From an optimization exercise on the open Yosys and OpenROAD flow, aimed at small area, a short achievable clock period and few clock cycles; shortcuts taken in it are not production practice. Where RTL was checked, it was by simulation tests only, not by an equivalence proof against the original. Only the layout flow was run in runs 1 to 4; the RTL was not checked for function there. Power is estimated from default activity; no workload was simulated.

--- flow/run.sh ---
#!/bin/bash
# Standard layout, with plain buf_2 cells as the port buffers instead of the
# cell buffer_ports picks by default. Make's output goes to flow_make.log.
set -euo pipefail
export BUFFER_PORTS_ARGS="-buffer_cell sky130_fd_sc_hd__buf_2"
bash standard.sh > flow_make.log 2>&1
--- standard.sh ---
#!/bin/bash
# synth_recipe.tcl (not shown) runs the flow's synth.tcl, then flattens the netlist and writes it again
# the make line also repeats each setting of config.mk as NAME=value (left out here)
make -C /OpenROAD-flow-scripts/flow DESIGN_CONFIG=/design/flow/config.mk WORK_HOME=/design/flow/orfs CLKGATE_MAP_FILE= SYNTH_SCRIPT=/design/flow/synth_recipe.tcl "${@:-finish}"
--- config.mk ---
export PLATFORM = sky130hd
export DESIGN_NAME = adb_kbd_translator
export DESIGN_NICKNAME = adb_kbd_translator
export VERILOG_FILES = /design/flow/design.v
export SDC_FILE = /design/flow/constraint.sdc
export NUM_CORES = 4
export LEC_CHECK = 0
export CAP_MARGIN = 20
export CORE_MARGIN = 2
export CORE_UTILIZATION = 40
export CTS_BUF_LIST = sky130_fd_sc_hd__clkbuf_4 sky130_fd_sc_hd__clkbuf_8
export SETUP_SLACK_MARGIN = 4.5
export SLEW_MARGIN = 20
--- constraint.sdc ---
create_clock -name core_clock -period 8.0 [get_ports {clk}]
set_input_delay 1.6000 -clock core_clock [delete_from_list [all_inputs] [get_ports {clk}]]
set_output_delay 1.6000 -clock core_clock [all_outputs]
set_load 0.01 [all_outputs]
--- design.v ---
module adb_kbd_translator (
    input  wire        clk,
    input  wire        rst_n,         
    input  wire        in_valid,
    output wire        in_ready,
    input  wire        in_clear,      
    input  wire [7:0]  in_len,        
    input  wire [63:0] in_data,       
    output wire        ev_valid,
    input  wire        ev_ready,
    output wire [7:0]  ev_data,
    output reg  [31:0] short_count
);
    function [7:0] keymap;
        input [7:0] u;
        begin
            case (u)
                8'h04: keymap = 8'h80 | 8'h00;   
                8'h05: keymap = 8'h80 | 8'h0B;   
                8'h06: keymap = 8'h80 | 8'h08;   
                8'h07: keymap = 8'h80 | 8'h02;   
                8'h08: keymap = 8'h80 | 8'h0E;   
                8'h09: keymap = 8'h80 | 8'h03;   
                8'h0A: keymap = 8'h80 | 8'h05;   
                8'h0B: keymap = 8'h80 | 8'h04;   
                8'h0C: keymap = 8'h80 | 8'h22;   
                8'h0D: keymap = 8'h80 | 8'h26;   
                8'h0E: keymap = 8'h80 | 8'h28;   
                8'h0F: keymap = 8'h80 | 8'h25;   
                8'h10: keymap = 8'h80 | 8'h2E;   
                8'h11: keymap = 8'h80 | 8'h2D;   
                8'h12: keymap = 8'h80 | 8'h1F;   
                8'h13: keymap = 8'h80 | 8'h23;   
                8'h14: keymap = 8'h80 | 8'h0C;   
                8'h15: keymap = 8'h80 | 8'h0F;   
                8'h16: keymap = 8'h80 | 8'h01;   
                8'h17: keymap = 8'h80 | 8'h11;   
                8'h18: keymap = 8'h80 | 8'h20;   
                8'h19: keymap = 8'h80 | 8'h09;   
                8'h1A: keymap = 8'h80 | 8'h0D;   
                8'h1B: keymap = 8'h80 | 8'h07;   
                8'h1C: keymap = 8'h80 | 8'h10;   
                8'h1D: keymap = 8'h80 | 8'h06;   
                8'h1E: keymap = 8'h80 | 8'h12;   
                8'h1F: keymap = 8'h80 | 8'h13;   
                8'h20: keymap = 8'h80 | 8'h14;   
                8'h21: keymap = 8'h80 | 8'h15;   
                8'h22: keymap = 8'h80 | 8'h17;   
                8'h23: keymap = 8'h80 | 8'h16;   
                8'h24: keymap = 8'h80 | 8'h1A;   
                8'h25: keymap = 8'h80 | 8'h1C;   
                8'h26: keymap = 8'h80 | 8'h19;   
                8'h27: keymap = 8'h80 | 8'h1D;   
                8'h28: keymap = 8'h80 | 8'h24;   
                8'h29: keymap = 8'h80 | 8'h35;   
                8'h2A: keymap = 8'h80 | 8'h33;   
                8'h2B: keymap = 8'h80 | 8'h30;   
                8'h2C: keymap = 8'h80 | 8'h31;   
                8'h2D: keymap = 8'h80 | 8'h1B;   
                8'h2E: keymap = 8'h80 | 8'h18;   
                8'h2F: keymap = 8'h80 | 8'h21;   
                8'h30: keymap = 8'h80 | 8'h1E;   
                8'h31: keymap = 8'h80 | 8'h2A;   
                8'h33: keymap = 8'h80 | 8'h29;   
                8'h34: keymap = 8'h80 | 8'h27;   
                8'h35: keymap = 8'h80 | 8'h32;   
                8'h36: keymap = 8'h80 | 8'h2B;   
                8'h37: keymap = 8'h80 | 8'h2F;   
                8'h38: keymap = 8'h80 | 8'h2C;   
                8'h39: keymap = 8'h80 | 8'h39;   
                8'h3A: keymap = 8'h80 | 8'h7A;   
                8'h3B: keymap = 8'h80 | 8'h78;   
                8'h3C: keymap = 8'h80 | 8'h63;   
                8'h3D: keymap = 8'h80 | 8'h76;   
                8'h3E: keymap = 8'h80 | 8'h60;   
                8'h3F: keymap = 8'h80 | 8'h61;   
                8'h40: keymap = 8'h80 | 8'h62;   
                8'h41: keymap = 8'h80 | 8'h64;   
                8'h42: keymap = 8'h80 | 8'h65;   
                8'h43: keymap = 8'h80 | 8'h6D;   
                8'h44: keymap = 8'h80 | 8'h67;   
                8'h45: keymap = 8'h80 | 8'h6F;   
                8'h49: keymap = 8'h80 | 8'h72;   
                8'h4A: keymap = 8'h80 | 8'h73;   
                8'h4B: keymap = 8'h80 | 8'h74;   
                8'h4C: keymap = 8'h80 | 8'h75;   
                8'h4D: keymap = 8'h80 | 8'h77;   
                8'h4E: keymap = 8'h80 | 8'h79;   
                8'h4F: keymap = 8'h80 | 8'h3C;   
                8'h50: keymap = 8'h80 | 8'h3B;   
                8'h51: keymap = 8'h80 | 8'h3D;   
                8'h52: keymap = 8'h80 | 8'h3E;   
                8'h53: keymap = 8'h80 | 8'h47;   
                8'h54: keymap = 8'h80 | 8'h4B;   
                8'h55: keymap = 8'h80 | 8'h43;   
                8'h56: keymap = 8'h80 | 8'h4E;   
                8'h57: keymap = 8'h80 | 8'h45;   
                8'h58: keymap = 8'h80 | 8'h4C;   
                8'h59: keymap = 8'h80 | 8'h53;   
                8'h5A: keymap = 8'h80 | 8'h54;   
                8'h5B: keymap = 8'h80 | 8'h55;   
                8'h5C: keymap = 8'h80 | 8'h56;   
                8'h5D: keymap = 8'h80 | 8'h57;   
                8'h5E: keymap = 8'h80 | 8'h58;   
                8'h5F: keymap = 8'h80 | 8'h59;   
                8'h60: keymap = 8'h80 | 8'h5B;   
                8'h61: keymap = 8'h80 | 8'h5C;   
                8'h62: keymap = 8'h80 | 8'h52;   
                8'h63: keymap = 8'h80 | 8'h41;   
                8'h67: keymap = 8'h80 | 8'h51;   
                8'h68: keymap = 8'h80 | 8'h69;   
                8'h69: keymap = 8'h80 | 8'h6B;   
                8'h6A: keymap = 8'h80 | 8'h71;   
                default: keymap = 8'h00;         
            endcase
        end
    endfunction
    function [6:0] modmap;
        input [2:0] b;
        begin
            case (b)
                3'd0: modmap = 7'h36;   
                3'd1: modmap = 7'h38;   
                3'd2: modmap = 7'h3A;   
                3'd3: modmap = 7'h37;   
                3'd4: modmap = 7'h7D;   
                3'd5: modmap = 7'h7B;   
                3'd6: modmap = 7'h7C;   
                default: modmap = 7'h37;   
            endcase
        end
    endfunction
    reg         rdy;               
    reg         r_v;               
    reg         r_clr;             
    reg  [7:0]  r_mod;
    reg  [41:0] r_keys;            
    reg  [7:0]  cur_mod;           
    reg  [41:0] cur_keys;          
    reg  [41:0] old_keys;          
    reg  [19:0] pend;              
    reg         q0_v, q1_v;        
    reg         any;               
    reg         cons_ok;           
    reg  [7:0]  q0_d, q1_d;
    wire [41:0] in_keys;
    genvar gi, gj;
    generate
        for (gj = 0; gj < 6; gj = gj + 1) begin : g_in
            wire [7:0] u = in_data[16 + 8*gj +: 8];
            wire [7:0] m = keymap(u);
            assign in_keys[7*gj +: 7] = m[7] ? u[6:0] : 7'd0;
        end
    endgenerate
    wire [35:0] eq;
    generate
        for (gi = 0; gi < 6; gi = gi + 1) begin : g_i
            for (gj = 0; gj < 6; gj = gj + 1) begin : g_j
                assign eq[6*gi + gj] = (cur_keys[7*gi +: 7] == r_keys[7*gj +: 7]);
            end
        end
    endgenerate
    wire [5:0] rel_m, prs_m;
    generate
        for (gi = 0; gi < 6; gi = gi + 1) begin : g_rel
            assign rel_m[gi] = (cur_keys[7*gi +: 7] != 7'd0) && !(|eq[6*gi +: 6]);
            assign prs_m[gi] = (r_keys[7*gi +: 7] != 7'd0) &&
                !(eq[gi] | eq[6+gi] | eq[12+gi] | eq[18+gi] | eq[24+gi] | eq[30+gi]);
        end
    endgenerate
    wire [19:0] r_pend = r_clr ? 20'd0 : {prs_m, rel_m, r_mod ^ cur_mod};
    function [19:0] lower_or;        
        input [19:0] p;
        integer k;
        begin
            lower_or[0] = 1'b0;
            for (k = 1; k < 20; k = k + 1) lower_or[k] = lower_or[k-1] | p[k-1];
        end
    endfunction
    wire [19:0] pre   = lower_or(pend);
    wire [19:0] first = pend & ~pre;
    wire [19:0] rest  = pend & pre;
    wire        le1   = ~|rest;
    reg  [6:0]  rel_code, prs_code;
    reg  [7:0]  mod_ev;
    reg         seen_r, seen_p;
    integer k;
    always @(*) begin
        rel_code = 7'd0;
        prs_code = 7'd0;
        seen_r   = 1'b0;
        seen_p   = 1'b0;
        for (k = 0; k < 6; k = k + 1) begin
            if (pend[8+k] && !seen_r)  rel_code = old_keys[7*k +: 7];
            if (pend[14+k] && !seen_p) prs_code = cur_keys[7*k +: 7];
            seen_r = seen_r | pend[8+k];
            seen_p = seen_p | pend[14+k];
        end
        mod_ev = 8'd0;
        for (k = 0; k < 8; k = k + 1)
            if (first[k]) mod_ev = mod_ev | {~cur_mod[k], modmap(k[2:0])};
    end
    wire       is_mod   = |pend[7:0];
    wire       is_rel   = |pend[13:8];
    wire [7:0] slot_map = keymap({1'b0, is_rel ? rel_code : prs_code});
    wire [7:0] ev_next  = is_mod ? mod_ev : {is_rel, slot_map[6:0]};
    wire take    = q0_v && ev_ready;
    wire push    = any && !(q1_v && !take);
    wire consume = r_v && cons_ok;
    wire accept  = in_valid && rdy;
    wire is_short = !in_clear && (in_len < 8'd8);
    reg         n_q0_v, n_q1_v, n_r_v;
    reg  [19:0] n_pend;
    always @(*) begin
        n_q0_v = q0_v;
        n_q1_v = q1_v;
        if (take) begin
            if (q1_v) n_q1_v = push;
            else      n_q0_v = push;
        end else if (!q0_v) begin
            n_q0_v = push;
        end else if (!q1_v) begin
            n_q1_v = push;
        end
        n_pend = pend;
        if (push)    n_pend = rest;
        if (consume) n_pend = r_pend;
        n_r_v = r_v;
        if (consume) n_r_v = 1'b0;
        if (accept && !is_short) n_r_v = 1'b1;
    end
    wire [19:0] n_pre = lower_or(n_pend);
    wire        n_le1 = ~|(n_pend & n_pre);
    assign in_ready = rdy;
    assign ev_valid = q0_v;
    assign ev_data  = q0_d;
    always @(posedge clk) begin
        if (!rst_n) begin
            rdy         <= 1'b1;
            cons_ok     <= 1'b1;
            any         <= 1'b0;
            r_v         <= 1'b0;
            cur_mod     <= 8'h00;
            cur_keys    <= 42'd0;
            pend        <= 20'd0;
            q0_v        <= 1'b0;
            q1_v        <= 1'b0;
            short_count <= 32'd0;
        end else begin
            rdy     <= !n_r_v || (n_le1 && !n_q1_v);
            cons_ok <= n_le1 && !n_q1_v;
            any     <= |n_pend;
            r_v  <= n_r_v;
            pend <= n_pend;
            q0_v <= n_q0_v;
            q1_v <= n_q1_v;
            if (take) begin
                if (q1_v) begin
                    q0_d <= q1_d;
                    q1_d <= ev_next;
                end else begin
                    q0_d <= ev_next;
                end
            end else if (!q0_v) begin
                q0_d <= ev_next;
            end else if (!q1_v) begin
                q1_d <= ev_next;
            end
            if (consume) begin
                if (r_clr) begin
                    cur_mod  <= 8'h00;
                    cur_keys <= 42'd0;
                end else begin
                    cur_mod  <= r_mod;
                    cur_keys <= r_keys;
                    old_keys <= cur_keys;
                end
            end
            if (accept) begin
                if (is_short) begin
                    short_count <= short_count + 32'd1;
                end else begin
                    r_clr  <= in_clear;
                    r_mod  <= in_data[7:0];
                    r_keys <= in_keys;
                end
            end
        end
    end
endmodule
==> results of run 1 <==
-- worst max-delay path, delay by kind of cell (launching register included) --
family,cells,cell delay [ns]
flip-flops,1,0.33
AO/OA/AOI/OAI,6,1.19
AND/OR/NAND/NOR,3,0.78
adder cells (fa/ha/maj),1,0.31
buffers and inverters,5,0.63
-- cells in the mapped netlist (all sizes together) (16+ instances only) --
| master | instances |
|---|---|
| xor2 | 151 |
| xnor2 | 138 |
| edfxtp | 109 |
| nor2 | 109 |
| dfxtp | 108 |
| clkbuf | 102 |
| nand2 | 87 |
| a21oi | 81 |
| nor4 | 55 |
| nand4 | 53 |
| a22o | 50 |
| and2 | 48 |
| buf | 45 |
| o21ai | 43 |
| nand3 | 36 |
| nor3 | 32 |
| a211oi | 21 |
| nor2b | 18 |
| or4 | 18 |
| o31ai | 17 |
| nand3b | 16 |
-- cells by family (layout without fill, tap and decap cells) --
family / count (synthesis) / count (layout) / share of synthesized area, %
compound gates: 327 / 327 / 16.83
fa+ha+maj: 15 / 15 / 1.304
buf+inv: 161 / 262 / 4.689
other cells: 0 / 2 / 0
mux: 14 / 14 / 1.049
xor+xnor: 289 / 289 / 17.83
simple gates: 521 / 521 / 20.01
flops: 217 / 217 / 38.29
-- metrics by stage --
| step | cells | utilization (%) |
|---|---|---|
| finish | 2102 | 47.51 |
| global route | 2100 | 47.49 |
| CTS | 2079 | 46.50 |
| detailed placement | 1983 | 43.12 |
| global placement | 1980 | 42.94 |
| floorplan | 1544 | - |
-- repair_timing --
action,4_1_cts,5_1_grt
gates cloned,0,0
resized for setup,46,43
setup buffers,19,21
pin swaps,5,31
setup endpoints to repair,23,109
-- layout make-up --
type | count | area [µm²]
clock inverter | 18 | 100.1
clock buffer | 59 | 718.2
tap | 455 | 569.3
antenna | 2 | 5.005
sequential | 217 | 5450
timing repair buffer | 171 | 1092
fill | 3353 | 18220
inverter | 14 | 67.56
multi-input combinational | 1166 | 8488
-- routing by layer --
metal	vias up	track usage, %
met5	-	0
met4	0	11.10
met3	152	3.091
met2	604	37.91
met1	6145	31.77
li1	5810	-
-- sequential cells by signal, indices dropped and copies added, names as in the netlist --
signal and cells:
q1_d 8, rdy 1, r_keys 42, q0_d 8, cur_keys 42, old_keys 42, r_v 1, any 1
r_clr 1, short_count 32, pend 20, q0_v 1, q1_v 1, cons_ok 1, cur_mod 8, r_mod 8
-- worst paths after layout --
path | slack, ns | start | cells past startpoint | endpoint
setup / recovery | 4.48 | pend[8]$_SDFF_PN0_ | 15 | q1_d[1]$_DFFE_PP_
hold / removal | 0.49 | short_count[1]$_SDFFE_PN0P_ | 2 | short_count[1]$_SDFFE_PN0P_
setup reg to reg | 4.48 | pend[8]$_SDFF_PN0_ | 15 | q1_d[1]$_DFFE_PP_
hold reg to reg | 0.49 | short_count[1]$_SDFFE_PN0P_ | 2 | short_count[1]$_SDFFE_PN0P_
-- power by group --
group	internal, mW	leakage [nW]	total [mW]	switching, mW
registers	1.32	1.91	1.53	0.216
logic	0.700	3.76	1.67	0.970
clock network	0.587	0.434	1.07	0.487
total	2.60	6.11	4.28	1.67
==> summary.md, run 1 <==
| Metric | Value |
|---|---|
| Die height | `~190 µm` |
| GPL Wtd Cong | `0.9735` |
| Most frequent cells in the layout | `xor2_1 (151), xnor2_1 (138), edfxtp_1 (109)` |
| Worst IR Drop VDD | `119.8 µV` |
| Wire per inst | `between 20 and 25 µm` |
| Final Hold Violating Endpoints | `0` |
| Latest clock arrival within the worst-skew pair | `0.56 ns` |
| Yosys reg bits | `217` |
| Max stage delay on crit path | `0.59 ns` |
| Gr ovfl total | `0` |
| Final nets | `~1700` |
| Post-synth ARST share | `0%` |
| PD cells | `between 200 and 300 nW/µm²` |
| Hold Slack | `between 0.4 and 0.5 ns` |
| Setup violations, final | `0` |
| CTS Buffer Depth | `3` |
| Crit path cell chain | `buf_12 > or4_4 > nor3_4 > buf_4 > o21ai_1 > o211ai_1 > buf_6 > clkinvlp_4 > ha_4 > inv_2 > nor2_1 > o21a_1 > o31a_1 > a2111oi_4 > o31ai_1` |
| DP Area | `between 10000 and 15000 µm²` |
| WS Path Type | `reg2reg` |
| Total Power | `4.277 mW` |
| Crit-path max FO | `7` |
| Detail Route Antenna Nets | `0` |
| Setup TNS | `0 ns` |
| Die area | `37010 µm²` |
| Post-synth EDFFs | `109` |
| CTS sink cnt | `217` |
| Worst-path clk slew | `0.06 ns` |
| DR DRC count | `0` |
| Cell row count | `68` |
| Core area | `around 35000 µm²` |
| M1 WL | `18.65 mm` |
| DR top layer | `met4` |
| Register area share after synthesis | `38.29%` |
| Largest net degree at the start of global routing | `86` |
| Area contributors post-synth | `edfxtp_1 (23%), dfxtp_1 (15%), xor2_1 (9.3%)` |
| DIE WIDTH | `192.4 µm` |
| WP data arrival | `3.80 ns` |
| First-pass GRT wire length | `68.23 mm` |
| Metal2 WL | `20.51 mm` |
| CTS tree | `yes` |
| Crit path required time | `between 8 and 9 ns` |
| Status | `complete, no violations` |
| I/O pin total | `119` |
| Total GRT Usage | `23.69%` |
| Maximum capacitance violations | `0` |
| Post-synthesis cell area | `14200 µm²` |
| Vias per Instance | `6.047` |
| Dpl ws | `2.973 ns` |
| Wire length on met3 | `3.357 mm` |
| Layout Area Growth over Synthesis | `16.16%` |
| Initial core utilization | `40.90%` |
| Hold_buf cts | `0` |
| Total Wirelength | `44.51 mm` |
| Net count after synthesis | `1635` |
| Htree depth | `2` |
| Vias in the first global route | `11840` |
| Port Buffers | `107` |
| Post-layout min period | `3.518 ns` |
| Warnings, synthesis | `1` |
| Drt pass-1 iters | `7` |
| Count of cell types in the netlist | `93` |
| Min-delay worst type | `reg2reg` |
| Worst slew pin tran | `0.9301 ns` |
| CTS Root Cell | `clkbuf_8` |
| Worst setup margin | `4.482 ns` |
| Initial drt markers | `1514` |
| Vias | `12710` |
| Half-perimeter wire length after placement | `29.14 mm` |
| Area leader, netlist | `edfxtp_1` |
| Ys flop type | `edfxtp_1` |
| Clock Skew | `around 0.03 ns` |
| Most common cell after layout, fill and taps aside | `xor2_1` |
| Peak Freq | `284.3 MHz` |
| RSZ-0062 raised after global routing | `true` |
| Area fraction of the dominant cell type after synthesis | `23.06%` |
| Share of post-route cells with drive strength above 1 | `20.36%` |
| Mapped Cells | `1544` |
| CP endpoint kind | `register` |
| Setup crit start kind | `register` |
| CTS Buf Count | `42` |
| Design area | `between 15000 and 20000 µm²` |
| Slew Limit Headroom | `37.91%` |
| Worst path slowest cell | `or4_4` |
| Initial antenna violation count | `0` |
| Mean Syn Cell Area | `9.194 µm²` |
| Slew Limit Fails | `0` |
| Leak pwr | `6.108 nW` |
| Period utilisation layout | `43.97%` |
==> run 2: changes to the inputs <==
--- a/design.v
+++ b/design.v
@@ -231,4 +231,6 @@
     end
-    wire [19:0] n_pre = lower_or(n_pend);
-    wire        n_le1 = ~|(n_pend & n_pre);
+    wire [19:0] r_pre = lower_or(r_pend);
+    wire        r_le1 = ~|(r_pend & r_pre);
+    wire        le2   = ~|(rest & lower_or(rest));
+    wire        n_le1 = consume ? r_le1 : (push ? le2 : le1);
     assign in_ready = rdy;
--- a/config.mk
+++ b/config.mk
@@ -10,3 +10,5 @@
 export CORE_UTILIZATION = 40
-export CTS_BUF_LIST = sky130_fd_sc_hd__clkbuf_4 sky130_fd_sc_hd__clkbuf_8
+export CTS_BUF_LIST = sky130_fd_sc_hd__clkbuf_8 sky130_fd_sc_hd__clkbuf_16
+export CTS_CLUSTER_DIAMETER = 100
+export CTS_CLUSTER_SIZE = 30
 export SETUP_SLACK_MARGIN = 4.5
==> run 2 against run 1 <==
Setup slack improved by 0.0088 ns. Clock-buffer cell count decreased by 45. Core utilization decreased by 1.2 points. Cell count increased by 4.5%. Routed wire length increased by 1.9%. Critical path type unchanged. Synthesized cell count increased by 7.0%. Maximum frequency increased by 0.25%. Area after synthesis increased by 4.6%. Global-route usage decreased by 1.3 points. Final area increased by 2.8%. Critical path depth decreased by 3. Largest power group unchanged. Clock skew decreased by 0.0096 ns.
==> summary.md, run 2 <==
| Metric | Value |
|---|---|
| Half-perimeter wire length after placement | `29.63 mm` |
| Area leader, netlist | `edfxtp_1` |
| Commonest cells post-synth | `xnor2_1 (145), xor2_1 (140), nand2_1 (120)` |
| Fin cells | `between 2000 and 2500` |
| Final nets | `~1800` |
| Worst IR Drop VDD | `139.9 µV` |
| Cell row count | `70` |
| Reg2reg start | `pend[8]$_SDFF_PN0_` |
| Worst-path clk slew | `0.11 ns` |
| Register area share after synthesis | `36.62%` |
| Vias | `between 10000 and 15000` |
| CTS Root Cell | `clkbuf_16` |
| Placed insts | `2083` |
| Setup crit start kind | `register` |
| Net count after synthesis | `1743` |
| Critical path origin | `pend[8]$_SDFF_PN0_` |
| Peak Freq | `285.0 MHz` |
| Share of post-route cells with drive strength above 1 | `~20%` |
| Synth Area in Adders | `1.652%` |
| I/O pin total | `about 120` |
| Largest regs | `cur_keys x42, old_keys x42, r_keys x42` |
| DIE WIDTH | `196.6 µm` |
| Dpl ws | `3.533 ns` |
| Vias in the first global route | `11910` |
| Top-count cell post-synth | `xnor2_1` |
| Slew Limit Headroom | `34.77%` |
| Wire per inst | `around 21 µm` |
| Most frequent cells in the layout | `xnor2_1 (145), xor2_1 (140), nand2_1 (117)` |
| CTS sink cnt | `217` |
| Drt pass-1 iters | `6` |
| Period utilisation layout | `between 40% and 50%` |
| Gr ovfl total | `0` |
| Layout Area Growth over Synthesis | `14.24%` |
| Most common cell after layout, fill and taps aside | `xnor2_1` |
| Leak pwr | `6.495 nW` |
| Area fraction of the dominant cell type after synthesis | `22.05%` |
| DR DRC count | `0` |
| Simple-gate portion of the synthesized area | `between 20 and 25%` |
| WHS Endpoint | `r_v$_SDFF_PN0_` |
| Ys flop type | `edfxtp_1` |
| Hold Slack | `slightly above 0.5 ns` |
| Total GRT Usage | `22.34%` |
| Initial core utilization | `between 40% and 50%` |
| Worst setup margin | `4.491 ns` |
| Core area | `between 30000 and 40000 µm²` |
| WS Path Type | `reg2reg` |
| Post-synth EDFFs | `109` |
| Post-synth ARST share | `0%` |
| Largest net degree at the start of global routing | `85` |
| Clock Skew | `between 0.02 and 0.025 ns` |
| Total Wirelength | `about 45 mm` |
| Post-layout min period | `about 3.5 ns` |
| Count of cell types in the netlist | `88` |
| RSZ-0062 raised after global routing | `true` |
| CTS Buffer Depth | `3` |
| Die area | `38660 µm²` |
| Detail Route Antenna Nets | `0` |
| Util after Layout | `between 40 and 50%` |
| Slew Limit Fails | `0` |
| First-pass GRT wire length | `68.72 mm` |
| Worst slew pin tran | `approximately 0.98 ns` |
| Crit-path max FO | `6` |
| Mux cell area share after synthesis | `0.7165%` |
| CTS Buf Count | `12` |
| Reg2Reg Setup Slack | `about 4.5 ns` |
| CP endpoint kind | `register` |
| Initial drt markers | `1096` |
| Worst hold start | `cons_ok$_SDFF_PN1_` |
| Reg2reg end | `q1_d[3]$_DFFE_PP_` |
| Maximum capacitance violations | `0` |
| Setup violations, final | `0` |
| Status | `complete, no violations` |
| Port Buffers | `between 100 and 150` |
| Area contributors post-synth | `edfxtp_1 (22%), dfxtp_1 (15%), xnor2_1 (8.6%)` |
| Hold_buf cts | `0` |
| Setup TNS | `0 ns` |
| PD cells | `237.8 nW/µm²` |
| Largest family of logic cells by synthesized area | `simple AND/OR/NAND/NOR gates` |
| Latest clock arrival within the worst-skew pair | `0.51 ns` |
| Post-Synth XOR/XNOR Area | `16.82%` |
| Vias per Instance | `between 5 and 6` |
| R2r worst-path depth | `12` |
| Min-delay worst type | `reg2reg` |
| Post-synthesis compound-gate area fraction | `17.14%` |
| Initial antenna violation count | `1` |
| Mapped Cells | `1652` |
| Warnings, synthesis | `1` |
| Htree depth | `1` |
| Min-Delay Path Depth | `1` |
| Mean Syn Cell Area | `approximately 9 µm²` |
| Yosys reg bits | `217` |
| Final Hold Violating Endpoints | `0` |
| Crit path required time | `8.26 ns` |
| CTS tree | `yes` |
| GPL Wtd Cong | `between 0.9 and 1` |
| Die height | `196.6 µm` |
| Post-synthesis cell area | `around 15000 µm²` |
| WP data arrival | `3.77 ns` |
## run 2: final cells by class
class	count	area, µm²
Antenna cell	1	2.502
Inverter	13	78.83
Clock buffer	14	339.1
Clock inverter	6	66.31
Multi-Input combinational cell	1263	8995
Tap cell	468	585.6
Fill cell	3559	19650
Sequential cell	217	5502
Timing Repair Buffer	215	1388
## run 2: cells by family (layout without fill, tap and decap cells)
family,Yosys count,count (layout)
other,0,1
xor gates and xnor gates,285,285
DFF,217,217
muxes,10,10
AOI/OAI and AO/OA,360,361
and+or+nand+nor,586,586
buffers and inverters,173,248
adders and majority gates,21,21
## run 2: worst max path at each step
stage / end / slack, ns / depth (start not counted)
final: q1_d[3]$_DFFE_PP_ / 4.49 / 12
after floorplan: any$_SDFF_PN0_ / 4.31 / 10
after global routing: q1_d[1]$_DFFE_PP_ / 4.36 / 13
after CTS: q1_d[1]$_DFFE_PP_ / 4.50 / 14
after detailed placement: q1_d[1]$_DFFE_PP_ / 3.53 / 13
after global placement: q1_d[1]$_DFFE_PP_ / 3.56 / 13
## run 2: what timing repair did
item / CTS / global route
setup endpoints to repair: 81 / 28
setup buffers: 13 / 78
cloned: 2 / 0
pin swaps: 8 / 26
resized for setup: 69 / 58
## run 2: stage by stage
stage	total power [mW]	cell area, µm²
final	4.032	16960
after global routing	4.243	16950
after CTS	3.862	16140
after detailed placement	3.005	15400
after global placement	2.985	15400
after floorplan	2.624	14910
## run 2: routing by layer
metal  share of wire, %  track usage [%]
met5                  0                0
met4                3.6            8.800
met3                6.8            3.063
met2                 47            36.03
met1                 43            30.39
## run 2: power by group
group	leakage (nW)	internal, mW	total, mW	switching (mW)
combinational	4.36	0.763	1.79	1.03
sequential	1.92	1.31	1.52	0.207
clock	0.207	0.325	0.726	0.401
total	6.49	2.40	4.03	1.64
## run 2: critical path, cell delays in order (launching register included)
cell and delay [ns]:
dfxtp_4 0.38, buf_12 0.13, or4_4 0.54, nor3_4 0.26, o221ai_1 0.19, o21a_2 0.35
ha_2 0.26, nor3_2 0.26, nor4_1 0.08, o311ai_1 0.25, o31a_1 0.20, o311ai_1 0.15
a22o_1 0.23
==> run 3: changes to the inputs <==
--- a/design.v
+++ b/design.v
@@ -134,5 +134,6 @@
     reg         r_v;               
-    reg         r_clr;             
-    reg  [7:0]  r_mod;
+    reg  [7:0]  r_mod;             
     reg  [41:0] r_keys;            
+    reg  [7:0]  r_md;              
+    reg  [5:0]  r_rel, r_prs;      
     reg  [7:0]  cur_mod;           
@@ -145,3 +146,5 @@
     reg  [7:0]  q0_d, q1_d;
-    wire [41:0] in_keys;
+    wire [41:0] last_keys = r_keys;
+    wire [41:0] in_keys;           
+    wire [5:0]  in_map;
     genvar gi, gj;
@@ -151,2 +154,3 @@
             wire [7:0] m = keymap(u);
+            assign in_map[gj] = m[7];
             assign in_keys[7*gj +: 7] = m[7] ? u[6:0] : 7'd0;
@@ -158,3 +162,4 @@
             for (gj = 0; gj < 6; gj = gj + 1) begin : g_j
-                assign eq[6*gi + gj] = (cur_keys[7*gi +: 7] == r_keys[7*gj +: 7]);
+                assign eq[6*gi + gj] = !in_data[16 + 8*gj + 7] &&
+                    (last_keys[7*gi +: 7] == in_data[16 + 8*gj +: 7]);
             end
@@ -162,7 +167,7 @@
     endgenerate
-    wire [5:0] rel_m, prs_m;
+    wire [5:0] in_rel, in_prs;
     generate
         for (gi = 0; gi < 6; gi = gi + 1) begin : g_rel
-            assign rel_m[gi] = (cur_keys[7*gi +: 7] != 7'd0) && !(|eq[6*gi +: 6]);
-            assign prs_m[gi] = (r_keys[7*gi +: 7] != 7'd0) &&
+            assign in_rel[gi] = (last_keys[7*gi +: 7] != 7'd0) && !(|eq[6*gi +: 6]);
+            assign in_prs[gi] = in_map[gi] &&
                 !(eq[gi] | eq[6+gi] | eq[12+gi] | eq[18+gi] | eq[24+gi] | eq[30+gi]);
@@ -170,3 +175,3 @@
     endgenerate
-    wire [19:0] r_pend = r_clr ? 20'd0 : {prs_m, rel_m, r_mod ^ cur_mod};
+    wire [19:0] r_pend = {r_prs, r_rel, r_md};
     function [19:0] lower_or;        
@@ -244,4 +249,4 @@
             r_v         <= 1'b0;
-            cur_mod     <= 8'h00;
-            cur_keys    <= 42'd0;
+            r_mod       <= 8'h00;
+            r_keys      <= 42'd0;
             pend        <= 20'd0;
@@ -271,10 +276,5 @@
             if (consume) begin
-                if (r_clr) begin
-                    cur_mod  <= 8'h00;
-                    cur_keys <= 42'd0;
-                end else begin
-                    cur_mod  <= r_mod;
-                    cur_keys <= r_keys;
-                    old_keys <= cur_keys;
-                end
+                cur_mod  <= r_mod;
+                cur_keys <= r_keys;
+                old_keys <= cur_keys;
             end
@@ -283,6 +283,14 @@
                     short_count <= short_count + 32'd1;
+                end else if (in_clear) begin
+                    r_mod  <= 8'h00;
+                    r_keys <= 42'd0;
+                    r_md   <= 8'h00;
+                    r_rel  <= 6'd0;
+                    r_prs  <= 6'd0;
                 end else begin
-                    r_clr  <= in_clear;
                     r_mod  <= in_data[7:0];
                     r_keys <= in_keys;
+                    r_md   <= in_data[7:0] ^ r_mod;
+                    r_rel  <= in_rel;
+                    r_prs  <= in_prs;
                 end
==> run 3 against run 2 <==
Still clean. Core utilization decreased by 1.1 points. Via count increased by 3.4%. Clock power increased by 4.5%. Flip-flop and latch count increased by 19. First-iteration DRC count increased by 23%. Cell count increased by 2.5%. Setup slack improved by 0.030 ns. Routed wire length increased by 8.4%. Synthesized cell count increased by 3.8%. Die area increased by 3.3%. Maximum frequency increased by 0.85%. Sequential share of layout area increased by 2.9 points. Critical path type unchanged. Critical endpoint is now q0_d[4]$_DFFE_PP_. Largest cell class unchanged. Largest power group unchanged. Highest routed layer unchanged.
==> summary.md, run 3 <==
| Metric | Value |
|---|---|
| CTS Buf Count | `13` |
| Ys flop type | `edfxtp_1` |
| Period utilisation layout | `around 43%` |
| Slew Limit Fails | `0` |
| DIE WIDTH | `199.8 µm` |
| Latest clock arrival within the worst-skew pair | `0.51 ns` |
| Mapped Cells | `~1700` |
| Htree depth | `1` |
| Met3 Track Usage GR | `2.621%` |
| Half-perimeter wire length after placement | `32.79 mm` |
| Post-synthesis cell area | `15340 µm²` |
| Worst-path clk slew | `0.12 ns` |
| Status | `complete, no violations` |
| CP endpoint kind | `register` |
| Wire per inst | `21.84 µm` |
| WHS Endpoint | `old_keys[14]$_DFFE_PP_` |
| First-pass GRT wire length | `74.28 mm` |
| Area contributors post-synth | `edfxtp_1 (25%), dfxtp_1 (14%), xor2_1 (12%)` |
| Gr ovfl total | `0` |
| Initial core utilization | `40.62%` |
| Setup violations, final | `0` |
| CP most frequent cell | `inv_1` |
| Gr busiest metal | `met2` |
| Worst slew pin tran | `around 1 ns` |
| Net count after synthesis | `approximately 1800` |
| Port Buffers | `107` |
| Worst IR Drop VDD | `119.9 µV` |
| Initial antenna violation count | `1` |
| PD cells | `224.8 nW/µm²` |
| # diodes | `0` |
| Cell row count | `71` |
| CTS Buffer Depth | `3` |
| Drt pass-1 iters | `6` |
| Yosys reg bits | `236` |
| Most frequent cells in the layout | `xor2_1 (215), nor2_1 (151), nand2_1 (141)` |
| Min-delay worst type | `reg2reg` |
| Reg2reg end | `q0_d[4]$_DFFE_PP_` |
| Die area | `39920 µm²` |
| Detail Route Antenna Nets | `0` |
| Max stage delay on crit path | `around 0.57 ns` |
| Crit-path max FO | `9` |
| Most common cell after layout, fill and taps aside | `xor2_1` |
| Post-synth ARST share | `0%` |
| Worst path slowest cell | `or4_4` |
| WP data arrival | `3.68 ns` |
| GRT met1 Usage | `34.86%` |
| Warnings, synthesis | `1` |
| Count of cell types in the netlist | `92` |
| Reg2reg start | `pend[9]$_SDFF_PN0_` |
| Crit path required time | `8.20 ns` |
| Vias in the first global route | `roughly 12000` |
| Area fraction of the dominant cell type after synthesis | `25.06%` |
| Largest regs | `cur_keys x42, old_keys x42, r_keys x42` |
| Core area | `37760 µm²` |
| Share of post-route cells with drive strength above 1 | `16.15%` |
| Reg2Reg Setup Slack | `4.52 ns` |
| Leak pwr | `6.489 nW` |
| FILL cells | `3658` |
| Area leader, netlist | `edfxtp_1` |
| R2r worst-path depth | `13` |
| Met2 Use GR | `37.19%` |
| Worst hold start | `cur_keys[14]$_DFFE_PP_` |
| Maximum capacitance violations | `0` |
| Largest net degree at the start of global routing | `roughly 110` |
| Setup TNS | `0 ns` |
| CTS sink cnt | `236` |
| Post-layout min period | `3.480 ns` |
| Min-Delay Path Depth | `0` |
| Top-count cell post-synth | `xor2_1` |
| Crit path cell chain | `or4_4 > nor3_4 > o21a_1 > a221oi_4 > buf_4 > inv_1 > ha_2 > inv_1 > nand3_1 > a221o_1 > o21ai_0 > a21oi_1 > a41oi_1` |
| RSZ-0062 raised after global routing | `true` |
| Util after Layout | `45.25%` |
| Die height | `199.8 µm` |
| DR DRC count | `0` |
| GPL Wtd Cong | `0.9441` |
| Hold Slack | `0.4650 ns` |
| Vias per Instance | `5.963` |
| CTS Root Cell | `clkbuf_16` |
| Mean Syn Cell Area | `8.942 µm²` |
| Total GRT Usage | `24.09%` |
| Number of buffers and inverters on the critical path | `3` |
| Vias | `13420` |
| Commonest cells post-synth | `xor2_1 (215), nor2_1 (160), nand2_1 (143)` |
| Slew Limit Headroom | `34.27%` |
| Largest delay share family, worst path | `compound AO/OA/AOI/OAI gates` |
| Post-synth EDFFs | `128` |
| Clock Skew | `0.03974 ns` |
| Register area share after synthesis | `39.16%` |
| Layout Area Growth over Synthesis | `11.40%` |
| Peak Freq | `around 290 MHz` |
| I/O pin total | `about 120` |
| WS Path Type | `reg2reg` |
| Final nets | `1824` |
| Final Hold Violating Endpoints | `0` |
| Total Wirelength | `49.17 mm` |
| Setup crit start kind | `register` |
| Initial drt markers | `1348` |
| CTS tree | `yes` |
run 3: kinds of logic after synthesis:
family | count (synthesis) | share of synthesized area [%]
fa+ha+maj | 23 | 1.730
buf+inv | 185 | 5.107
mux | 13 | 0.8893
simple gates | 592 | 19.45
compound gates | 379 | 17.27
flops | 236 | 39.16
xor+xnor | 287 | 16.39
run 3: per-stage QoR:
stage	cell area [µm²]	power, mW	std cells	worst slack [ns]
finish	17080	3.841	2251	4.520
global route	17080	4.033	2251	4.378
CTS	16660	3.707	2222	4.458
detailed placement	15920	2.854	2175	3.341
global placement	15920	2.857	2175	3.373
floorplan	15420	2.517	1715	4.343
run 3: layout make-up:
class	instances	area, µm²	area share, %
multi-input combinational	1296	8871	51.93
tap	511	639.4	3.742
sequential	236	6042	35.37
clock buffer	13	325.3	1.904
clock inverter	9	95.09	0.5566
inverter	21	112.6	0.6591
timing repair buffer	165	998.5	5.844
run 3: where the power goes:
group          switching [mW]  internal, mW
registers              0.0973          1.39
logic                   0.977         0.619
clock network           0.437         0.322
run 3: how the worst max path moves through the flow:
stage | startpoint | to | slack (ns) | depth (start not counted)
floorplan | rst_n | cur_keys[0]$_DFFE_PP_ | 4.34 | 4
global placement | pend[15]$_SDFF_PN0_ | q0_d[2]$_DFFE_PP_ | 3.37 | 12
detailed placement | pend[15]$_SDFF_PN0_ | q1_d[6]$_DFFE_PP_ | 3.34 | 12
CTS | pend[10]$_SDFF_PN0_ | q1_d[2]$_DFFE_PP_ | 4.46 | 11
global route | pend[9]$_SDFF_PN0_ | q0_d[4]$_DFFE_PP_ | 4.38 | 13
finish | pend[9]$_SDFF_PN0_ | q0_d[4]$_DFFE_PP_ | 4.52 | 13
run 3: per-layer routing:
layer / up-vias / share of wire (%)
li1: 6234 / -
met1: 6504 / 45
met2: 574 / 45
met3: 111 / 6.8
met4: 0 / 3.5
met5: - / 0
run 3: what timing repair did:
item | CTS | global route
cloned | 1 | 1
setup buffers | 24 | 28
pin swaps | 8 | 13
hold buffers | 0 | 0
endpoints found under the setup margin | 114 | 74
resized for setup | 43 | 48
==> run 4: changes to the inputs <==
--- a/design.v
+++ b/design.v
@@ -133,7 +133,2 @@
     reg         rdy;               
-    reg         r_v;               
-    reg  [7:0]  r_mod;             
-    reg  [41:0] r_keys;            
-    reg  [7:0]  r_md;              
-    reg  [5:0]  r_rel, r_prs;      
     reg  [7:0]  cur_mod;           
@@ -142,16 +137,16 @@
     reg  [19:0] pend;              
+    reg         any;               
+    reg  [5:0]  fr, fp;            
     reg         q0_v, q1_v;        
-    reg         any;               
-    reg         cons_ok;           
     reg  [7:0]  q0_d, q1_d;
-    wire [41:0] last_keys = r_keys;
-    wire [41:0] in_keys;           
-    wire [5:0]  in_map;
+    wire [7:0]  n_mod = in_data[7:0];
+    wire [5:0]  n_map;             
+    wire [41:0] n_keys;            
     genvar gi, gj;
     generate
-        for (gj = 0; gj < 6; gj = gj + 1) begin : g_in
+        for (gj = 0; gj < 6; gj = gj + 1) begin : g_new
             wire [7:0] u = in_data[16 + 8*gj +: 8];
             wire [7:0] m = keymap(u);
-            assign in_map[gj] = m[7];
-            assign in_keys[7*gj +: 7] = m[7] ? u[6:0] : 7'd0;
+            assign n_map[gj] = m[7];
+            assign n_keys[7*gj +: 7] = m[7] ? u[6:0] : 7'd0;
         end
@@ -163,3 +158,3 @@
                 assign eq[6*gi + gj] = !in_data[16 + 8*gj + 7] &&
-                    (last_keys[7*gi +: 7] == in_data[16 + 8*gj +: 7]);
+                    (cur_keys[7*gi +: 7] == in_data[16 + 8*gj +: 7]);
             end
@@ -167,7 +162,7 @@
     endgenerate
-    wire [5:0] in_rel, in_prs;
+    wire [5:0] rel_m, prs_m;
     generate
         for (gi = 0; gi < 6; gi = gi + 1) begin : g_rel
-            assign in_rel[gi] = (last_keys[7*gi +: 7] != 7'd0) && !(|eq[6*gi +: 6]);
-            assign in_prs[gi] = in_map[gi] &&
+            assign rel_m[gi] = (cur_keys[7*gi +: 7] != 7'd0) && !(|eq[6*gi +: 6]);
+            assign prs_m[gi] = n_map[gi] &&
                 !(eq[gi] | eq[6+gi] | eq[12+gi] | eq[18+gi] | eq[24+gi] | eq[30+gi]);
@@ -175,4 +170,4 @@
     endgenerate
-    wire [19:0] r_pend = {r_prs, r_rel, r_md};
-    function [19:0] lower_or;        
+    wire [19:0] in_pend = {prs_m, rel_m, n_mod ^ cur_mod};
+    function [19:0] lower_or;      
         input [19:0] p;
@@ -188,5 +183,11 @@
     wire        le1   = ~|rest;
+    function [5:0] first6;
+        input [5:0] p;
+        begin
+            first6 = p & ~{p[4:0] | {p[3:0], 1'b0} | {p[2:0], 2'b0} |
+                           {p[1:0], 3'b0} | {p[0], 4'b0}, 1'b0};
+        end
+    endfunction
     reg  [6:0]  rel_code, prs_code;
     reg  [7:0]  mod_ev;
-    reg         seen_r, seen_p;
     integer k;
@@ -195,9 +196,5 @@
         prs_code = 7'd0;
-        seen_r   = 1'b0;
-        seen_p   = 1'b0;
         for (k = 0; k < 6; k = k + 1) begin
-            if (pend[8+k] && !seen_r)  rel_code = old_keys[7*k +: 7];
-            if (pend[14+k] && !seen_p) prs_code = cur_keys[7*k +: 7];
-            seen_r = seen_r | pend[8+k];
-            seen_p = seen_p | pend[14+k];
+            rel_code = rel_code | ({7{fr[k]}} & old_keys[7*k +: 7]);
+            prs_code = prs_code | ({7{fp[k]}} & cur_keys[7*k +: 7]);
         end
@@ -211,9 +208,8 @@
     wire [7:0] ev_next  = is_mod ? mod_ev : {is_rel, slot_map[6:0]};
-    wire take    = q0_v && ev_ready;
-    wire push    = any && !(q1_v && !take);
-    wire consume = r_v && cons_ok;
-    wire accept  = in_valid && rdy;
+    wire take     = q0_v && ev_ready;
+    wire push     = any && !(q1_v && !take);
+    wire accept   = in_valid && rdy;
     wire is_short = !in_clear && (in_len < 8'd8);
-    reg         n_q0_v, n_q1_v, n_r_v;
-    reg  [19:0] n_pend;
+    wire is_rep   = !in_clear && !is_short;
+    reg         n_q0_v, n_q1_v;
     always @(*) begin
@@ -229,13 +225,5 @@
         end
-        n_pend = pend;
-        if (push)    n_pend = rest;
-        if (consume) n_pend = r_pend;
-        n_r_v = r_v;
-        if (consume) n_r_v = 1'b0;
-        if (accept && !is_short) n_r_v = 1'b1;
     end
-    wire [19:0] r_pre = lower_or(r_pend);
-    wire        r_le1 = ~|(r_pend & r_pre);
-    wire        le2   = ~|(rest & lower_or(rest));
-    wire        n_le1 = consume ? r_le1 : (push ? le2 : le1);
+    wire        in_le1 = ~|(in_pend & lower_or(in_pend));
+    wire        n_le1  = accept ? (!is_rep || in_le1) : le1;
     assign in_ready = rdy;
@@ -246,7 +234,5 @@
             rdy         <= 1'b1;
-            cons_ok     <= 1'b1;
             any         <= 1'b0;
-            r_v         <= 1'b0;
-            r_mod       <= 8'h00;
-            r_keys      <= 42'd0;
+            cur_mod     <= 8'h00;
+            cur_keys    <= 42'd0;
             pend        <= 20'd0;
@@ -256,7 +242,3 @@
         end else begin
-            rdy     <= !n_r_v || (n_le1 && !n_q1_v);
-            cons_ok <= n_le1 && !n_q1_v;
-            any     <= |n_pend;
-            r_v  <= n_r_v;
-            pend <= n_pend;
+            rdy  <= n_le1 && !n_q1_v;
             q0_v <= n_q0_v;
@@ -275,22 +257,26 @@
             end
-            if (consume) begin
-                cur_mod  <= r_mod;
-                cur_keys <= r_keys;
-                old_keys <= cur_keys;
+            if (push) begin
+                pend <= rest;
+                any  <= !le1;
+                if (!is_mod) begin
+                    if (is_rel) fr <= first6(pend[13:8] & ~fr);
+                    else        fp <= first6(pend[19:14] & ~fp);
+                end
             end
             if (accept) begin
-                if (is_short) begin
+                pend <= 20'd0;
+                any  <= 1'b0;
+                if (in_clear) begin
+                    cur_mod  <= 8'h00;
+                    cur_keys <= 42'd0;
+                end else if (is_short) begin
                     short_count <= short_count + 32'd1;
-                end else if (in_clear) begin
-                    r_mod  <= 8'h00;
-                    r_keys <= 42'd0;
-                    r_md   <= 8'h00;
-                    r_rel  <= 6'd0;
-                    r_prs  <= 6'd0;
                 end else begin
-                    r_mod  <= in_data[7:0];
-                    r_keys <= in_keys;
-                    r_md   <= in_data[7:0] ^ r_mod;
-                    r_rel  <= in_rel;
-                    r_prs  <= in_prs;
+                    cur_mod  <= n_mod;
+                    cur_keys <= n_keys;
+                    old_keys <= cur_keys;
+                    pend     <= in_pend;
+                    fr       <= first6(in_pend[13:8]);
+                    fp       <= first6(in_pend[19:14]);
+                    any      <= |in_pend;
                 end
--- a/config.mk
+++ b/config.mk
@@ -10,5 +10,3 @@
 export CORE_UTILIZATION = 40
-export CTS_BUF_LIST = sky130_fd_sc_hd__clkbuf_8 sky130_fd_sc_hd__clkbuf_16
-export CTS_CLUSTER_DIAMETER = 100
-export CTS_CLUSTER_SIZE = 30
+export CTS_BUF_LIST = sky130_fd_sc_hd__clkbuf_4 sky130_fd_sc_hd__clkbuf_8
 export SETUP_SLACK_MARGIN = 4.5
==> run 4 against run 3 <==
Critical endpoint is now rdy$_SDFF_PN1_. Non-clock buffer count rose by 10. Setup slack worse by 0.016 ns. Still clean. Clock power decreased by 15%. Sequential share of layout area decreased by 7.6 points. Clock skew shrank 0.011 ns. Synthesized cell count decreased by 7.2%.
==> summary.md, run 4 <==
| Metric | Value |
|---|---|
| Switching power | `around 1 mW` |
| Post-synthesis cell area | `about 13000 µm²` |
| Initial drt markers | `1517` |
| FILL cells | `3209` |
| Mapped Cells | `1592` |
| Peak Freq | `approximately 290 MHz` |
| CTS Root Cell | `clkbuf_8` |
| CTS Buf Count | `17` |
| I/O pin total | `approximately 120` |
| Design area | `about 15000 µm²` |
| Area contributors post-synth | `xor2_1 (17%), dfxtp_1 (16%), edfxtp_1 (16%)` |
| First-pass GRT wire length | `68.77 mm` |
| Mean Syn Cell Area | `8.314 µm²` |
| Int Pwr | `1.579 mW` |
| Worst setup margin | `4.504 ns` |
| Hold_buf cts | `0` |
| Min-delay worst type | `reg2reg` |
| Vias in the first global route | `11720` |
| Initial core utilization | `40.68%` |
| Seq pwr share | `around two fifths` |
| CP endpoint kind | `register` |
| DIE WIDTH | `185.9 µm` |
| Ys flop type | `dfxtp_1` |
| CTS Buffer Depth | `2` |
| Warnings, synthesis | `1` |
| Post-synth ARST share | `0%` |
| Slew Limit Fails | `0` |
| Net count after synthesis | `1683` |
| Most frequent cells in the layout | `xor2_1 (259), nand2_1 (122), dfxtp_1 (102)` |
| Clock Skew | `0.02897 ns` |
| Layout Area Growth over Synthesis | `15.31%` |
| Final nets | `~1700` |
| Setup violations, final | `0` |
| Largest net degree at the start of global routing | `66` |
| Crit path required time | `8.41 ns` |
| Vias | `12740` |
| DR DRC count | `0` |
| Cell row count | `66` |
| Total Power | `between 2 and 3 mW` |
| CTS tree | `yes` |
| RSZ-0062 raised after global routing | `true` |
| Crit-path max FO | `12` |
| Half-perimeter wire length after placement | `28.99 mm` |
| Commonest cells post-synth | `xor2_1 (259), nand2_1 (127), clkbuf_1 (119)` |
| Area leader, netlist | `xor2_1` |
| WP data arrival | `3.91 ns` |
| Wire per inst | `21.32 µm` |
| Leak pwr | `between 6 and 7 nW` |
| Latest clock arrival within the worst-skew pair | `between 0.5 and 0.6 ns` |
| GPL Wtd Cong | `0.9773` |
| Gate power share | `approximately 34%` |
| # diodes | `0` |
| Maximum capacitance violations | `0` |
| Share of post-route cells with drive strength above 1 | `18.34%` |
| Final Hold Violating Endpoints | `0` |
| Reg area | `roughly 4200 µm²` |
| Initial antenna violation count | `0` |
| WS Path Type | `in2reg` |
| Total GRT Usage | `about a quarter` |
| Detail Route Antenna Nets | `0` |
| PD cells | `167.1 nW/µm²` |
| Most common cell after layout, fill and taps aside | `xor2_1` |
| Largest regs | `cur_keys x42, old_keys x42, short_count x32` |
| Area fraction of the dominant cell type after synthesis | `17.14%` |
| Die height | `185.9 µm` |
| Setup crit start kind | `primary input` |
| Total Wirelength | `roughly 45 mm` |
| Count of cell types in the netlist | `between 70 and 80` |
| Core area | `32540 µm²` |
| CTS sink cnt | `between 150 and 200` |
| Die area | `34560 µm²` |
| Worst-path clk slew | `0.11 ns` |
| Clock Power Share | `25.4%` |
| DP Area | `14040 µm²` |
| Top-count cell post-synth | `xor2_1` |
| Port Buffers | `107` |
| Post-synth EDFFs | `70` |
| Htree depth | `4` |
| Net Sw Frac | `about two fifths` |
| Worst IR Drop VDD | `roughly 120 µV` |
| Worst slew pin tran | `roughly 0.86 ns` |
| Dpl ws | `around 3.5 ns` |
| Vias per Instance | `6.098` |
| Drt pass-1 iters | `6` |
| Multi-input gate area | `8879 µm²` |
| Setup TNS | `0 ns` |
| Gr ovfl total | `0` |
| Slew Limit Headroom | `42.74%` |
| Period utilisation layout | `43.70%` |
| Register area share after synthesis | `31.92%` |
| Post-layout min period | `3.496 ns` |
| Status | `complete, no violations` |
| Yosys reg bits | `176` |
-- run 4: cell count changes in the layout (fill, tap and decap cells not counted), sizes merged, moves of 44 or more --
cell    change
edfxtp     -58
xor2       +44
a21oi      -46
nor2       -87
a22oi      +50
nor2b      +60
-- run 4: timing repair --
action                                  CTS  global route
endpoints found under the setup margin   21            37
setup buffers                            23            22
endpoints found under the hold margin     0             0
gates cloned                              3             0
resized for setup                        30            78
pin swaps                                11            42
-- run 4: power by group through the flow --
| stage | clock network, mW | logic (mW) | registers [mW] |
|---|---|---|---|
| 3_3_place_gp | 0 | 0.703 | 1.06 |
| 3_5_place_dp | 0 | 0.713 | 1.06 |
| 2_1_floorplan | 0 | 0.552 | 1.03 |
| 4_1_cts | 0.663 | 0.775 | 1.04 |
| 5_1_grt | 0.694 | 0.927 | 1.05 |
| 6_report | 0.648 | 0.858 | 1.04 |
-- run 4: final timing paths --
path / from / to / slack [ns] / cells after the start
min: pend[11]$_SDFFE_PN0P_ / pend[11]$_SDFFE_PN0P_ / 0.54 / 2
min reg2reg: pend[11]$_SDFFE_PN0P_ / pend[11]$_SDFFE_PN0P_ / 0.54 / 2
max reg2reg: pend[11]$_SDFFE_PN0P_ / q0_d[0]$_DFFE_PP_ / 4.53 / 14
max: in_data[36] / rdy$_SDFF_PN1_ / 4.50 / 11
-- run 4: routing by layer --
layer / up-vias / wire length [µm] / global-route usage, % / part of all wire (%)
met2: 658 / 19750 / 39.51 / 44
met4: 0 / 1676 / 10.65 / 3.8
li1: 5835 / - / - / -
met5: - / 0 / 0 / 0
met3: 140 / 3356 / 3.933 / 7.5
met1: 6105 / 19750 / 35.92 / 44
-- run 4: cells by family after synthesis --
kind of cell | after synthesis | share of synthesized area, %
simple gates | 592 | 24.02
compound gates | 338 | 17.46
fa+ha+maj | 18 | 1.626
mux | 10 | 0.8224
xor+xnor | 291 | 19.26
buf+inv | 167 | 4.897
flops | 176 | 31.92
-- run 4: worst max-delay path, cell delays in order --
cell	delay, ns
clkbuf_4	0.22
xor2_1	0.18
nor4_1	0.32
nand2_1	0.18
nand3_1	0.11
nor2_1	0.16
a211oi_1	0.26
o21ai_0	0.10
o41ai_1	0.06
or4b_4	0.51
o221ai_4	0.19
-- run 4: through the flow --
stage          utilization [%]  hold WS (ns)  std cells
2_1_floorplan                -        0.4064       1592
3_3_place_gp             43.15        0.5170       2008
3_5_place_dp             43.15        0.5422       2008
4_1_cts                  45.39        0.5515       2066
5_1_grt                  46.90        0.5808       2089
6_report                 46.90        0.5381       2089
-- run 4: layout make-up --
class / instances / area share (%)
clock inverters: 15 / 0.9675
repair buffers: 175 / 7.502
repair inverters: 2 / 0.09838
inverters: 12 / 0.3689
clock buffers: 17 / 1.533
flip-flops and latches: 176 / 27.73
well taps: 442 / 3.624
multi-input cells: 1250 / 58.18
==> run 5: changes to the inputs <==
--- a/design.v
+++ b/design.v
@@ -138,3 +138,2 @@
     reg         any;               
-    reg  [5:0]  fr, fp;            
     reg         q0_v, q1_v;        
@@ -183,11 +182,5 @@
     wire        le1   = ~|rest;
-    function [5:0] first6;
-        input [5:0] p;
-        begin
-            first6 = p & ~{p[4:0] | {p[3:0], 1'b0} | {p[2:0], 2'b0} |
-                           {p[1:0], 3'b0} | {p[0], 4'b0}, 1'b0};
-        end
-    endfunction
     reg  [6:0]  rel_code, prs_code;
     reg  [7:0]  mod_ev;
+    reg         seen_r, seen_p;
     integer k;
@@ -196,5 +189,9 @@
         prs_code = 7'd0;
+        seen_r   = 1'b0;
+        seen_p   = 1'b0;
         for (k = 0; k < 6; k = k + 1) begin
-            rel_code = rel_code | ({7{fr[k]}} & old_keys[7*k +: 7]);
-            prs_code = prs_code | ({7{fp[k]}} & cur_keys[7*k +: 7]);
+            if (pend[8+k] && !seen_r)  rel_code = old_keys[7*k +: 7];
+            if (pend[14+k] && !seen_p) prs_code = cur_keys[7*k +: 7];
+            seen_r = seen_r | pend[8+k];
+            seen_p = seen_p | pend[14+k];
         end
@@ -260,6 +257,2 @@
                 any  <= !le1;
-                if (!is_mod) begin
-                    if (is_rel) fr <= first6(pend[13:8] & ~fr);
-                    else        fp <= first6(pend[19:14] & ~fp);
-                end
             end
@@ -278,4 +271,2 @@
                     pend     <= in_pend;
-                    fr       <= first6(in_pend[13:8]);
-                    fp       <= first6(in_pend[19:14]);
                     any      <= |in_pend;
--- a/config.mk
+++ b/config.mk
@@ -11,3 +11,3 @@
 export CTS_BUF_LIST = sky130_fd_sc_hd__clkbuf_4 sky130_fd_sc_hd__clkbuf_8
-export SETUP_SLACK_MARGIN = 4.5
+export SETUP_SLACK_MARGIN = 4.3
 export SLEW_MARGIN = 20
==> run 5 against run 4 <==
Still clean on timing, DRC and antenna. Register-to-register slack got worse by 0.23 ns. Area after synthesis shrank 1.9%. Core utilization fell by 0.89 points. Largest power group unchanged.
==> summary.md, run 5 <==
| Metric | Value |
|---|---|
| Post-synth EDFFs | `58` |
| Period utilisation layout | `around 46%` |
| Area contributors post-synth | `xor2_1 (18%), dfxtp_1 (16%), edfxtp_1 (13%)` |
| Crit-path max FO | `10` |
| Leak pwr | `5.913 nW` |
| Most common cell after layout, fill and taps aside | `xor2_1` |
| Worst path slowest cell | `dfxtp_1` |
| Post-synthesis compound-gate area fraction | `17.51%` |
| WP data arrival | `about 4 ns` |
| Slew Limit Fails | `0` |
| Most frequent cells in the layout | `xor2_1 (261), nand2_1 (128), buf_2 (104)` |
| Htree depth | `4` |
| Largest delay share family, worst path | `compound AO/OA/AOI/OAI gates` |
| Post-layout min period | `3.703 ns` |
| Gr ovfl total | `0` |
| Mapped Cells | `1581` |
| Largest regs | `cur_keys x42, old_keys x42, short_count x32` |
| WP depth | `12` |
| WS Path Type | `reg2reg` |
| Warnings, synthesis | `1` |
| R2r worst-path depth | `12` |
| Number of buffers and inverters on the critical path | `2` |
| DR DRC count | `0` |
| Maximum capacitance violations | `0` |
| Simple-gate portion of the synthesized area | `24.39%` |
| Setup violations, final | `0` |
| CTS Buffer Depth | `2` |
| Initial antenna violation count | `0` |
| DIE WIDTH | `184.2 µm` |
| Mux cell area share after synthesis | `1.204%` |
| CTS sink cnt | `164` |
| Cell row count | `65` |
| Net count after synthesis | `1672` |
| Final nets | `about 1700` |
| Design area | `14630 µm²` |
| DP Area | `about 14000 µm²` |
| Largest net degree at the start of global routing | `79` |
| Max stage delay on crit path | `0.80 ns` |
| Initial core utilization | `40.84%` |
| Latest clock arrival within the worst-skew pair | `0.50 ns` |
| GPL Wtd Cong | `0.9492` |
| Crit path required time | `between 8 and 9 ns` |
| Drt pass-1 iters | `5` |
| PD cells | `167.3 nW/µm²` |
| CTS Buf Count | `17` |
| Port Buffers | `107` |
| Min-delay worst type | `reg2reg` |
| Placed insts | `~2000` |
| Fin cells | `2052` |
| Area fraction of the dominant cell type after synthesis | `between 10% and 20%` |
| Register area share after synthesis | `29.75%` |
| Post-synthesis cell area | `12990 µm²` |
| Total Wirelength | `44.41 mm` |
| Detail Route Antenna Nets | `0` |
| Crit path cell chain | `nand3b_1 > a21oi_1 > nor3_1 > o31a_2 > buf_4 > buf_4 > ha_4 > mux4_2 > or3_1 > a221o_1 > a31oi_2 > mux2_4` |
| Die area | `33920 µm²` |
| Post-synth ARST share | `0%` |
| Top-count cell post-synth | `xor2_1` |
| Worst IR Drop VDD | `128.5 µV` |
| Vias in the first global route | `11550` |
| Status | `complete, no violations` |
| FILL cells | `3151` |
| RSZ-0062 raised after global routing | `true` |
| Worst-path clk slew | `0.09 ns` |
| Slew Limit Headroom | `35.32%` |
| Core area | `between 30000 and 40000 µm²` |
| Peak Freq | `between 200 and 300 MHz` |
| Total GRT Usage | `between 20% and 30%` |
| CP endpoint kind | `register` |
| Initial drt markers | `1280` |
| Yosys reg bits | `164` |
| Count of cell types in the netlist | `78` |
| Setup crit start kind | `register` |
| CTS tree | `yes` |
| Die height | `about 180 µm` |
| # diodes | `0` |
| Vias | `12350` |
| Min-Delay Path Depth | `2` |
| Synth Area in Adders | `roughly 2.0%` |
| Final Hold Violating Endpoints | `0` |
| I/O pin total | `between 100 and 150` |
| Area leader, netlist | `xor2_1` |
| Largest family of logic cells by synthesized area | `simple AND/OR/NAND/NOR gates` |
| Setup TNS | `0 ns` |
| Layout Area Growth over Synthesis | `12.68%` |
| Ys flop type | `dfxtp_1` |
| CP most frequent cell | `buf_4` |
| Commonest cells post-synth | `xor2_1 (261), nand2_1 (130), clkbuf_1 (129)` |
| Wire per inst | `21.64 µm` |
| Share of post-route cells with drive strength above 1 | `16.82%` |
| Mean Syn Cell Area | `8.214 µm²` |
| Post-Synth XOR/XNOR Area | `19.36%` |
| First-pass GRT wire length | `67.94 mm` |
| Worst slew pin tran | `0.9702 ns` |
| Half-perimeter wire length after placement | `29.41 mm` |
| Clock Skew | `0.02417 ns` |
| CTS Root Cell | `clkbuf_8` |
| Util after Layout | `46.02%` |
| Hold_buf cts | `0` |
| Vias per Instance | `6.020` |
## run 5: cell types whose count changed after synthesis, sizes merged, moves of 8 or more
cell    change
o21ai      +17
a21oi      -11
o211ai      +9
nand3      -21
edfxtp     -12
nor2       -29
inv        +18
and2       +10
a22oi      -40
nor3        -8
clkbuf      +9
## run 5: where the power goes
| part | switching, mW | internal (mW) | leakage [nW] |
|---|---|---|---|
| Sequential | 0.0381 | 0.908 | 1.38 |
| Combinational | 0.514 | 0.316 | 4.32 |
| Clock | 0.355 | 0.317 | 0.213 |
## run 5: per-stage QoR
stage	hold slack, ns	total power, mW	setup slack, ns
after CTS	0.5227	2.414	4.263
after global routing	0.5628	2.568	4.193
final	0.5133	2.448	4.297
after detailed placement	0.5021	1.693	3.427
after global placement	0.4870	1.683	3.468
after floorplan	0.4064	1.484	4.311
## run 5: logic make-up after synthesis
kind of cell	Yosys count
AO/OA/AOI/OAI	327
multiplexers	14
flip-flops	164
adder cells (fa/ha/maj)	22
XOR/XNOR	287
buffers and inverters	196
AND/OR/NAND/NOR	571
## run 5: routing by layer
layer,global-route usage [%],routed length [µm]
met1,35.09,18910
met4,9.888,1410
met2,41.65,20270
met5,0,0
met3,4.880,3822
## run 5: layout make-up
cell class	instances	area, µm²	share of cell area [%]
Timing Repair Buffer	171	1023	6.994
Sequential cell	164	3896	26.63
Tap cell	435	544.3	3.720
Clock buffer	17	234.0	1.599
Inverter	30	133.9	0.9149
Multi-Input combinational cell	1221	8610	58.84
Clock inverter	14	191.4	1.308
## run 5: timing repair
| item | 4_1_cts | 5_1_grt |
|---|---|---|
| endpoints found under the setup margin | 24 | 24 |
| pin swaps | 10 | 16 |
| gates resized for setup | 43 | 41 |
| setup buffers | 23 | 9 |
## run 5: path summary, 6_finish.rpt
check | to | slack [ns] | start
worst max register to register | q0_d[1]$_DFFE_PP_ | 4.30 | cur_keys[29]$_SDFFE_PN0P_
worst max-delay path | q0_d[1]$_DFFE_PP_ | 4.30 | cur_keys[29]$_SDFFE_PN0P_
worst min-delay path | short_count[27]$_SDFFE_PN0P_ | 0.51 | short_count[27]$_SDFFE_PN0P_
worst min register to register | short_count[27]$_SDFFE_PN0P_ | 0.51 | short_count[27]$_SDFFE_PN0P_
## run 5: worst reg2reg max path, cell delays in order (launching register included)
cell and delay (ns):
dfxtp_1 0.80, nand3b_1 0.17, a21oi_1 0.19, nor3_1 0.08, o31a_2 0.36, buf_4 0.18, buf_4 0.14, ha_4 0.17
mux4_2 0.45, or3_1 0.32, a221o_1 0.36, a31oi_2 0.17, mux2_4 0.18
Testbench counts of run 5, summed over its fixed seeds: cycles 2,446.

## what the ideal ports hide
The results above use ideal ports. As a check the final layouts listed here were re-extracted and re-timed, cells and wires unchanged. Step 1 sets driving cells, clkbuf_16 on the clock port and buf_2 on the other inputs (assumed; they add their load-dependent delay and slew). Step 2, shift: input delay + t, output delay - t, t = (earliest + latest rising clock arrival at the registers) / 2. This alone moves slack from input paths to output paths. Slacks: ideal / step 1 / step 2; pairs: ideal / step 1.
run	shift t [ns]	setup WS [ns]	worst setup path after step 2
run 1	0.589	4.482 / 4.482 / 3.979	input to register
run 2	0.550	4.491 / 4.491 / 4.038	input to register
run 3	0.547	4.520 / 4.520 / 4.155	input to register
run 4	0.542	4.504 / 4.526 / 3.986	input to register
run 5	0.530	4.297 / 4.297 / 3.873	input to register
After both steps setup and hold are still met in every run listed. For run 4, which loses most, drivers alone change the setup slack by +0.022 ns; drivers and shift together by -0.518 ns.
